What follows belongs to an exercise in optimizing a design on an open flow for small area; a production flow would make more cautious choices. Where RTL was checked, it was by simulation tests only, not by an equivalence proof against the original. No activity file was given, so power comes from the tool's default toggle rates. No driver is modelled on the clock port, so clocking that relies on it looks cheaper here than on a real chip.

== oak ==
// modbus_slave
module modbus_slave (
    input  wire        clk,
    input  wire        rst,
    input  wire [31:0] cfg_baud,
    input  wire [7:0]  cfg_slave_id,
    input  wire [15:0] cfg_base,
    input  wire [15:0] cfg_size,
    input  wire [31:0] cfg_timeout,
    input  wire        poll_req,
    output wire        poll_done,
    output wire [7:0]  alarm_code,
    output wire        busy,
    output wire        fault,
    input  wire        rx_avail,
    input  wire [7:0]  rx_data,
    output wire        rx_pop,
    output wire        tx_push,
    output reg  [7:0]  tx_data,
    output wire        tx_flush_req,
    input  wire        tx_flush_done,
    input  wire [31:0] clk_now,
    input  wire        tick_us,
    input  wire        dir_set,
    output wire        de,
    output wire        de_oe,
    output wire [15:0] st_idx,
    output wire        st_rd,
    input  wire [15:0] st_rdata,
    output wire        st_wr,
    output wire [15:0] st_wdata
);
Size in the first run: ~1,900 cells after synthesis, ~630 flip-flops.
make LEC_CHECK=0 CAP_MARGIN=20 CORE_MARGIN=2 CORE_UTILIZATION=55 CTS_BUF_LIST=sky130_fd_sc_hd__clkbuf_4 SLEW_MARGIN=20 finish   # period 10.0 ns
run.sh (not shown) runs the stock make flow with config.mk's settings and CLKGATE_MAP_FILE= SYNTH_SCRIPT=/design/flow/synth_recipe.tcl, a recipe that flattens the netlist after the stock synthesis.
### oak -> pine
- CTS_BUF_LIST now sky130_fd_sc_hd__clkbuf_16, was sky130_fd_sc_hd__clkbuf_4
- CTS_CLUSTER_SIZE now 30, previously not set
- CTS_CLUSTER_DIAMETER now 80, previously not set
### Flow results
Combinational fraction of design power ended up 2.0 points higher on pine than on oak.
Changes observed in pine relative to oak: global-route wire length before repair decreased by about 3.5% relative to the old numbers; flip-flop and latch share of the layout cell area increased by 1.9 points relative to the old numbers.
Slew of the pin with the lowest slew margin, oak and pine: larger value in oak
~same fmax in oak and pine
The higher register-to-register slack came out of pine.
As of pine, fill cell instance count of the final layout had risen by a few percent compared to oak.
NOTE: total wirelength of the detailed-routed design in pine falls short of that of oak
Taking oak as the reference, in pine final instance area has decreased, total number of cells along the worst setup path has remained practically unchanged, post-CTS repair timing setup buffer count has remained practically unchanged.
[inputs] birch vs pine
- a change of CTS_CLUSTER_DIAMETER from 80 to 60
- a change of CTS_CLUSTER_SIZE from 30 to 20
- a change of CTS_BUF_LIST from sky130_fd_sc_hd__clkbuf_16 to sky130_fd_sc_hd__clkbuf_8
Results
- On part of the cycle the worst path needs, pine and birch are neck and neck.
- The proportion of cell area occupied by multi-input gates of pine and that of birch are within noise of each other.
- For wire length of the first global-routing pass, birch and pine come out practically identical.
- Re final setup slack of the worst path: birch is 6.0 ps down on pine.
- Length of routed wiring on met1 grows by a few percent when moving from pine to birch.
- | time the final worst path needs with I/O delays and setup | birch vs pine | worse |
- Going from pine to birch, number of cells in the finished layout apart from fillers grows by 22.
Function was not checked in any run of this note: the RTL went through the layout flow alone.

========
Another version of the RTL of modbus_slave (not shown whole).
Size in the first run: ~630 flip-flops, about 230 I/O pins, ~20,000 um2 of cells after synthesis.
make LEC_CHECK=0 CAP_MARGIN=20 CORE_MARGIN=2 CORE_UTILIZATION=58 CTS_BUF_LIST=sky130_fd_sc_hd__clkbuf_16 CTS_CLUSTER_DIAMETER=80 CTS_CLUSTER_SIZE=30 SLEW_MARGIN=20 finish   # period 10.0 ns
Rerun with:
==> flow/flow/run.sh (new file) <==
#!/bin/bash
# Layout flow: the standard ORFS flow (standard.sh: unchanged synthesis,
# floorplan, placement, routing), except that
#  - every input and output port still gets its own buffer, but a
#    sky130_fd_sc_hd__buf_1 (the resizer upsizes or rebuffers where needed);
#  - clock-tree synthesis runs without dummy load cells.
# Each tool's full output stays in orfs/logs/; make's own output goes to
# flow_make.log in the work folder.
set -euo pipefail
CTS="-sink_clustering_enable -repair_clock_nets -dont_use_dummy_load"
CTS="$CTS -buf_list sky130_fd_sc_hd__clkbuf_16 -sink_clustering_size 30 -sink_clustering_max_diameter 80"
bash standard.sh "CTS_ARGS=$CTS" "BUFFER_PORTS_ARGS=-buffer_cell sky130_fd_sc_hd__buf_1" finish > flow_make.log 2>&1
==> flow/standard.sh (new file) <==
#!/bin/bash
# synth_recipe.tcl (not shown) runs the flow's synth.tcl, then flattens the netlist and writes it again
# the make line also repeats each setting of config.mk as NAME=value (left out here)
make -C /OpenROAD-flow-scripts/flow DESIGN_CONFIG=/design/flow/config.mk WORK_HOME=/design/flow/orfs CLKGATE_MAP_FILE= SYNTH_SCRIPT=/design/flow/synth_recipe.tcl "${@:-finish}"
removed: flow/run.sh
The changed run finished clean.
Clock-buffer cell count fell by 1.
Wire length fell by a few percent.
Design area fell by a little under a tenth.
Final cell count fell slightly.
Hold slack gets worse by 0.025 ns.
Via count fell slightly.
Setup slack gets better by 0.21 ns.

========
run 1:
Another version of the RTL of modbus_slave (not shown whole).
Size in the first run: about 1500 cells after synthesis, about 610 flip-flops, roughly 230 I/O pins, roughly 0.019 mm2 of cells after synthesis.
// modbus_slave
module modbus_slave (
    input  wire        clk,
    input  wire        rst,
    input  wire [31:0] cfg_baud,
    input  wire [7:0]  cfg_slave_id,
    input  wire [15:0] cfg_base,
    input  wire [15:0] cfg_size,
    input  wire [31:0] cfg_timeout,
    input  wire        poll_req,
    output wire        poll_done,
    output wire [7:0]  alarm_code,
    output wire        busy,
    output wire        fault,
    input  wire        rx_avail,
    input  wire [7:0]  rx_data,
    output wire        rx_pop,
    output wire        tx_push,
    output reg  [7:0]  tx_data,
    output wire        tx_flush_req,
    input  wire        tx_flush_done,
    input  wire [31:0] clk_now,
    input  wire        tick_us,
    input  wire        dir_set,
    output wire        de,
    output wire        de_oe,
    output wire [15:0] st_idx,
    output wire        st_rd,
    input  wire [15:0] st_rdata,
    output wire        st_wr,
    output wire [15:0] st_wdata
);
clock: 10.0 ns
lec_check: 0
cap_margin: 20
core_margin: 2
core_utilization: 66
slew_margin: 20
standard.sh (not shown) runs the stock make flow with config.mk's settings and CLKGATE_MAP_FILE= SYNTH_SCRIPT=/design/flow/synth_recipe.tcl, a recipe that flattens the netlist after the stock synthesis.
==> flow/flow/run.sh <==
#!/bin/bash
# Layout flow: the standard ORFS flow (standard.sh: unchanged synthesis,
# floorplan, placement, routing), except that
#  - every input and output port still gets its own buffer, but a
#    sky130_fd_sc_hd__buf_1 (the resizer upsizes or rebuffers where needed);
#  - clock-tree synthesis runs without dummy load cells.
# Each tool's full output stays in orfs/logs/; make's own output goes to
# flow_make.log in the work folder.
set -euo pipefail
CTS="-sink_clustering_enable -repair_clock_nets -dont_use_dummy_load"
CTS="$CTS -buf_list sky130_fd_sc_hd__clkbuf_8 -sink_clustering_size 20 -sink_clustering_max_diameter 60"
bash standard.sh "CTS_ARGS=$CTS" "BUFFER_PORTS_ARGS=-buffer_cell sky130_fd_sc_hd__buf_1" finish > flow_make.log 2>&1
--- input diff run 1..run 2 ---
Settings: GPL_TIMING_DRIVEN: unset -> 0; CORE_UTILIZATION: 66 -> 58.
## What came out
- As far as count of hold-fix buffers inserted at cts goes, run 2 and run 1 are indistinguishable; the numbers are identical.
- Run 1 → run 2: wire length of the first global-routing pass down 2100 um, initial antenna violation count down 4.
- For overall power of the completed layout, run 1 and run 2 come out practically identical.
- Compared with run 1, run 2 improves clock skew.
- Maximum operating frequency down 12% in run 2 wrt run 1
- met1 track utilization from global routing is lower on run 2
- In run 2 relative to run 1, total number of cells along the worst setup path had gone up by more than 10%.
- Cell area after layout, run 2 and run 1: smaller value in run 1
- Via count: run 2 vs run 1 — no meaningful difference
- On synthesized cell count, run 2 and run 1 are neck and neck.
## Diff of input files: run 3 against run 2
Settings: CORE_UTILIZATION now 66, was 58; GPL_TIMING_DRIVEN no longer set, was 0.
--- a/flow/flow/run.sh
+++ b/flow/flow/run.sh
@@ -11 +11 @@
-CTS="$CTS -buf_list sky130_fd_sc_hd__clkbuf_8 -sink_clustering_size 20 -sink_clustering_max_diameter 60"
+CTS="$CTS -buf_list sky130_fd_sc_hd__clkbuf_16 -sink_clustering_size 34 -sink_clustering_max_diameter 85"
==> comparison <==
No run among run 2 and run 3 stopped early or left any final violation; all are clean.
Run 2 and run 3 ended up with nearly the same number of gates resized after cts.
Count of input and output buffers, run 2 and run 3, higher one = run 3.
In terms of count of non-CTS inverters in the layout, run 3 and run 2 differ only marginally.
Of run 2 and run 3, run 2 shows the lower net switching power of the design, with run 3 above it.
Going from run 2 to run 3, number of nets in the layout shrank by a few percent.
Per the comparison of run 3 with run 2, routed wire length moved up, overall power of the completed layout moved up, area of the die moved down, maximum frequency moved up.
> inputs changed (run 3 -> run 4)
Settings: swapping 66 for 58 in CORE_UTILIZATION; putting CTS_CLUSTER_DIAMETER at 80 where nothing was set; putting CTS_BUF_LIST at sky130_fd_sc_hd__clkbuf_16 where nothing was set; putting CTS_CLUSTER_SIZE at 30 where nothing was set.
--- a/flow/flow/run.sh
+++ b/flow/flow/run.sh
@@ -11 +11 @@
-CTS="$CTS -buf_list sky130_fd_sc_hd__clkbuf_16 -sink_clustering_size 34 -sink_clustering_max_diameter 85"
+CTS="$CTS -buf_list sky130_fd_sc_hd__clkbuf_8 -sink_clustering_size 20 -sink_clustering_max_diameter 60"
### Flow results
- Number of synthesized flops with an enable pin came out exactly the same in run 4 and run 3.
- Changes observed in run 4 relative to run 3: tap cell count went up by about 6%, chip width went up by about 6.5%.

[port drivers added, routing unchanged]
No port has a modelled driver above. Below, the same layouts with a new extraction and two added sets of constraints. Step 1, drivers: a clkbuf_16 drives clk and a buf_2 each remaining input, both assumed. Step 2, shift: input delay + t, output delay - t, t = (earliest + latest rising clock arrival at the registers) / 2. This alone moves slack from input paths to output paths. Three values: no drivers, after step 1, after step 2; two values: the first two.
| run | t (ns) | setup slack, ns | hold slack, ns |
|---|---|---|---|
| oak | 0.849 | 2.638 / 2.613 / 2.588 | 0.301 / 0.301 / 0.301 |
| pine | 0.645 | 2.638 / 2.613 / 2.613 | 0.331 / 0.331 / 0.331 |
| birch | 0.652 | 2.632 / 2.607 / 2.607 | 0.313 / 0.313 / 0.313 |
| the first run of note 2 | 0.629 | 0.198 / 0.228 / -0.401 | 0.324 / 0.324 / 0.324 |
| the second run of note 2 | 0.603 | 0.412 / 0.444 / -0.159 | 0.299 / 0.299 / 0.299 |
| run 1 | 0.586 | 1.552 / 1.552 / 1.053 | 0.289 / 0.289 / 0.289 |
| run 2 | 0.589 | 0.425 / 0.425 / 0.311 | 0.325 / 0.325 / 0.325 |
| run 3 | 0.587 | 1.523 / 1.523 / 1.056 | 0.278 / 0.278 / 0.278 |
| run 4 | 0.591 | 1.440 / 1.440 / 0.903 | 0.272 / 0.272 / 0.272 |
Met with ideal ports but missed after step 2: setup timing in the first run of note 2 and the second run of note 2. For the first run of note 2, which loses most, drivers alone change the setup slack by +0.030 ns; drivers and shift together by -0.599 ns.
